Context: an optimization exercise on an open-source flow, tuned for small area, a short achievable clock period and few clock cycles per item. The choices shown serve that exercise and are no tape-out recipe. The RTL was checked by simulation tests, not by an equivalence proof against the original design.

Design agc4_alu, start of the top module:
module agc4_alu (
    input  wire        clk,
    input  wire        rst,       
    input  wire        start,
    input  wire [2:0]  op,
    input  wire [15:0] a_in,      
    input  wire [15:0] k_in,      
    output wire        ready,
    output reg         done,
    output wire [15:0] res_a,
    output wire [15:0] res_lp,
    output reg  [1:0]  skip
);
==> module agc4_alu, before the edit <==
module agc4_alu (
    input  wire        clk,
    input  wire        rst,       
    input  wire        start,
    input  wire [2:0]  op,
    input  wire [15:0] a_in,      
    input  wire [15:0] k_in,      
    output wire        ready,
    output reg         done,
    output wire [15:0] res_a,
    output wire [15:0] res_lp,
    output reg  [1:0]  skip
);
    localparam OP_AD   = 3'd0;
    localparam OP_SU   = 3'd1;
    localparam OP_CS   = 3'd2;
    localparam OP_MASK = 3'd3;
    localparam OP_CCS  = 3'd4;
    localparam OP_MP   = 3'd5;
    localparam OP_DV   = 3'd6;
    localparam OP_TS   = 3'd7;
    reg         busy;       
    reg  [2:0]  cnt;        
    reg         md_dv;      
    reg         neg;        
    reg         inc;        
    reg  [15:0] h;          
    reg  [13:0] l;          
    reg  [13:0] d;          
    assign ready = !busy;
    wire [15:0] add_b = op[0] ? ~k_in : k_in;
    wire [16:0] add_s = {1'b0, a_in} + {1'b0, add_b};
    wire [15:0] abs_k16 = k_in[15] ? ~k_in : k_in;
    wire        k_zero  = (k_in == 16'o000000) || (k_in == 16'o177777);
    wire [15:0] ccs_r   = k_zero ? 16'd0 : abs_k16 - 16'd1;
    wire        a_ovf   = a_in[15] ^ a_in[14];
    wire [15:0] ts_r    = a_ovf ? (a_in[15] ? 16'o177776 : 16'o000001) : a_in;
    wire [13:0] abs_a   = a_in[15] ? ~a_in[13:0] : a_in[13:0];
    wire [14:0] x1 = md_dv ? {h[13:0], 1'b0} : {1'b0, h[13:0]};
    wire [14:0] y1 = md_dv ? (h[14] ? {1'b0, d} : ~{1'b0, d}) : {1'b0, d & {14{l[0]}}};
    wire [14:0] s1 = x1 + y1 + {14'd0, md_dv & ~h[14]};
    wire [14:0] x2 = md_dv ? {s1[13:0], 1'b0} : {1'b0, s1[14:1]};
    wire [14:0] y2 = md_dv ? (s1[14] ? {1'b0, d} : ~{1'b0, d}) : {1'b0, d & {14{l[1]}}};
    wire [14:0] s2 = x2 + y2 + {14'd0, md_dv & ~s1[14]};
    wire [13:0] l_rev = {l[0], l[1], l[2], l[3], l[4], l[5], l[6],
                         l[7], l[8], l[9], l[10], l[11], l[12], l[13]};
    wire [15:0] h_inc = h + {15'd0, inc};
    assign res_a  = (md_dv ? {2'b00, l_rev} : h_inc) ^ {16{neg}};
    assign res_lp = {2'b00, l} ^ {16{neg}};
    always @(posedge clk) begin
        if (rst) begin
            busy <= 1'b0;
            done <= 1'b0;
        end else if (busy) begin
            busy <= (cnt != 3'd0);
            done <= (cnt == 3'd0);
        end else begin
            busy <= start && (op == OP_MP || op == OP_DV);
            done <= start && !(op == OP_MP || op == OP_DV);
        end
    end
    always @(posedge clk) begin
        skip <= 2'd0;
        inc  <= 1'b0;
        if (busy) begin
            cnt <= cnt - 3'd1;
            if (md_dv) begin
                h <= {1'b0, s2};
                l <= {~s2[14], ~s1[14], l[13:2]};
            end else begin
                h <= {2'b00, s2[14:1]};
                l <= {s2[0], s1[0], l[13:2]};
            end
        end else begin
            cnt   <= 3'd6;
            md_dv <= (op == OP_DV);
            neg   <= (op == OP_MP || op == OP_DV) && (a_in[15] ^ k_in[15]);
            d     <= abs_k16[13:0];
            l     <= abs_a;
            case (op)
                OP_AD, OP_SU: begin
                    h   <= add_s[15:0];
                    inc <= add_s[16];
                end
                OP_CS:        h <= ~k_in;
                OP_MASK:      h <= a_in & k_in;
                OP_CCS: begin
                    h    <= ccs_r;
                    skip <= {k_in[15], k_zero};
                end
                OP_MP:        h <= 16'd0;
                OP_DV:        h <= {2'b00, abs_a};
                default: begin    
                    h    <= ts_r;
                    skip <= {1'b0, a_ovf};
                end
            endcase
        end
    end
endmodule
export LEC_CHECK = 0
export ABC_CLOCK_PERIOD_IN_PS = 3700
export CAP_MARGIN = 20
export CORE_MARGIN = 2
export CORE_UTILIZATION = 40
export PLACE_DENSITY = 0.6
export SETUP_SLACK_MARGIN = 3.3
export SLEW_MARGIN = 20
create_clock -name core_clock -period 7.0 [get_ports {clk}]
run.sh (not shown) runs the stock make flow with config.mk's settings and CLKGATE_MAP_FILE= SYNTH_SCRIPT=/design/flow/synth_recipe.tcl, a recipe that flattens the netlist after the stock synthesis.
Testbench counts at the start, summed over its fixed seeds: cycles 10,046, items 3,200.
Rerun with:
==> flow/design.v (replaced) <==
module agc4_alu (
    input  wire        clk,
    input  wire        rst,       
    input  wire        start,
    input  wire [2:0]  op,
    input  wire [15:0] a_in,      
    input  wire [15:0] k_in,      
    output wire        ready,
    output reg         done,
    output wire [15:0] res_a,
    output wire [15:0] res_lp,
    output reg  [1:0]  skip
);
    localparam OP_AD   = 3'd0;
    localparam OP_SU   = 3'd1;
    localparam OP_CS   = 3'd2;
    localparam OP_MASK = 3'd3;
    localparam OP_CCS  = 3'd4;
    localparam OP_MP   = 3'd5;
    localparam OP_DV   = 3'd6;
    localparam OP_TS   = 3'd7;
    reg         busy;       
    reg  [2:0]  cnt;        
    reg         md_dv;      
    reg         neg;        
    reg  [15:0] h;          
    reg  [13:0] l;          
    reg  [13:0] d;          
    assign ready = !busy;
    wire [15:0] abs_k16 = k_in[15] ? ~k_in : k_in;
    wire [13:0] abs_a   = a_in[15] ? ~a_in[13:0] : a_in[13:0];
    wire        is_ccs  = (op == OP_CCS);
    wire [14:0] x1 = md_dv ? {h[13:0], 1'b0} : {1'b0, h[13:0]};
    wire [14:0] y1 = md_dv ? (h[14] ? {1'b0, d} : ~{1'b0, d}) : {1'b0, d & {14{l[0]}}};
    wire [14:0] s1 = x1 + y1 + {14'd0, md_dv & ~h[14]};
    reg  [15:0] x2, y2;
    reg         c2, eac2;
    always @(*) begin
        if (!busy) begin
            x2   = is_ccs ? abs_k16 : a_in;
            y2   = is_ccs ? 16'o177777 : (op[0] ? ~k_in : k_in);
            c2   = 1'b0;
            eac2 = !is_ccs;
        end else if (md_dv) begin
            x2   = {1'b0, s1[13:0], 1'b0};
            y2   = {1'b0, s1[14] ? {1'b0, d} : ~{1'b0, d}};
            c2   = ~s1[14];
            eac2 = 1'b0;
        end else begin
            x2   = {2'b00, s1[14:1]};
            y2   = {2'b00, d & {14{l[1]}}};
            c2   = 1'b0;
            eac2 = 1'b0;
        end
    end
    wire        g2   = ({1'b0, x2} + {1'b0, y2}) >> 16;    
    wire [15:0] s2   = x2 + y2 + {15'd0, c2 | (eac2 & g2)};
    wire        k_zero = (abs_k16 == 16'd0);
    wire        a_ovf  = a_in[15] ^ a_in[14];
    wire [15:0] ts_r   = a_ovf ? (a_in[15] ? 16'o177776 : 16'o000001) : a_in;
    wire [13:0] l_rev = {l[0], l[1], l[2], l[3], l[4], l[5], l[6],
                         l[7], l[8], l[9], l[10], l[11], l[12], l[13]};
    assign res_a  = (md_dv ? {2'b00, l_rev} : h) ^ {16{neg}};
    assign res_lp = {2'b00, l} ^ {16{neg}};
    always @(posedge clk) begin
        if (rst) begin
            busy <= 1'b0;
            done <= 1'b0;
        end else if (busy) begin
            busy <= (cnt != 3'd0);
            done <= (cnt == 3'd0);
        end else begin
            busy <= start && (op == OP_MP || op == OP_DV);
            done <= start && !(op == OP_MP || op == OP_DV);
        end
    end
    always @(posedge clk) begin
        skip <= 2'd0;
        if (busy) begin
            cnt <= cnt - 3'd1;
            if (md_dv) begin
                h <= {1'b0, s2[14:0]};
                l <= {~s2[14], ~s1[14], l[13:2]};
            end else begin
                h <= {2'b00, s2[14:1]};
                l <= {s2[0], s1[0], l[13:2]};
            end
        end else begin
            cnt   <= 3'd6;
            md_dv <= (op == OP_DV);
            neg   <= (op == OP_MP || op == OP_DV) && (a_in[15] ^ k_in[15]);
            d     <= abs_k16[13:0];
            l     <= abs_a;
            case (op)
                OP_AD, OP_SU: h <= s2;
                OP_CS:        h <= ~k_in;
                OP_MASK:      h <= a_in & k_in;
                OP_CCS: begin
                    h    <= k_zero ? 16'd0 : s2;
                    skip <= {k_in[15], k_zero};
                end
                OP_MP:        h <= 16'd0;
                OP_DV:        h <= {2'b00, abs_a};
                default: begin    
                    h    <= ts_r;
                    skip <= {1'b0, a_ovf};
                end
            endcase
        end
    end
endmodule
After rerunning: Clock skew grows by 0.0061 ns. Non-clock buffer count shrinks by 1. Final cell count goes down by 9.6%. Final area is lower by 8.8%. Synthesized cell count came out lower by 8.7%. Routed wire length climbs by 10%. Area after synthesis shrinks by 11%. First-iteration DRC count goes up by 4.4%. Utilization is higher by 1.6 points. Die area shrinks by 11%.
Testbench counts after the change, summed over its fixed seeds: cycles 10,046, items 3,200.

-- separate check: timing with driven ports --
In the flow no input, the clock included, has a driving cell. The finished layouts below were timed again as built, in two steps. Step 1 (the two cells are an assumption about what drives the block):
set clk [get_ports {clk}]
set_driving_cell -lib_cell sky130_fd_sc_hd__clkbuf_16 $clk
set_driving_cell -lib_cell sky130_fd_sc_hd__buf_2 [delete_from_list [all_inputs] $clk]
Step 2 moves the port delays by t, midway between the first and last clock arrival at a register: inputs arrive t later, outputs are due t later. That takes back most of the time a late clock gives input paths. Slacks: no drivers / after step 1 / after step 2; pairs: no drivers / after step 1.
run | t, ns | setup slack, ns | latest minus earliest clock arrival (ns)
the first run | 0.333 | 1.898 / 1.898 / 1.898 | 0.006 / 0.006
the second run | 0.353 | 0.433 / 0.433 / 0.324 | 0.011 / 0.012
After both steps setup and hold are still met in every run listed. For the second run, which loses most, drivers alone change the setup slack by 0.000 ns; drivers and shift together by -0.109 ns.
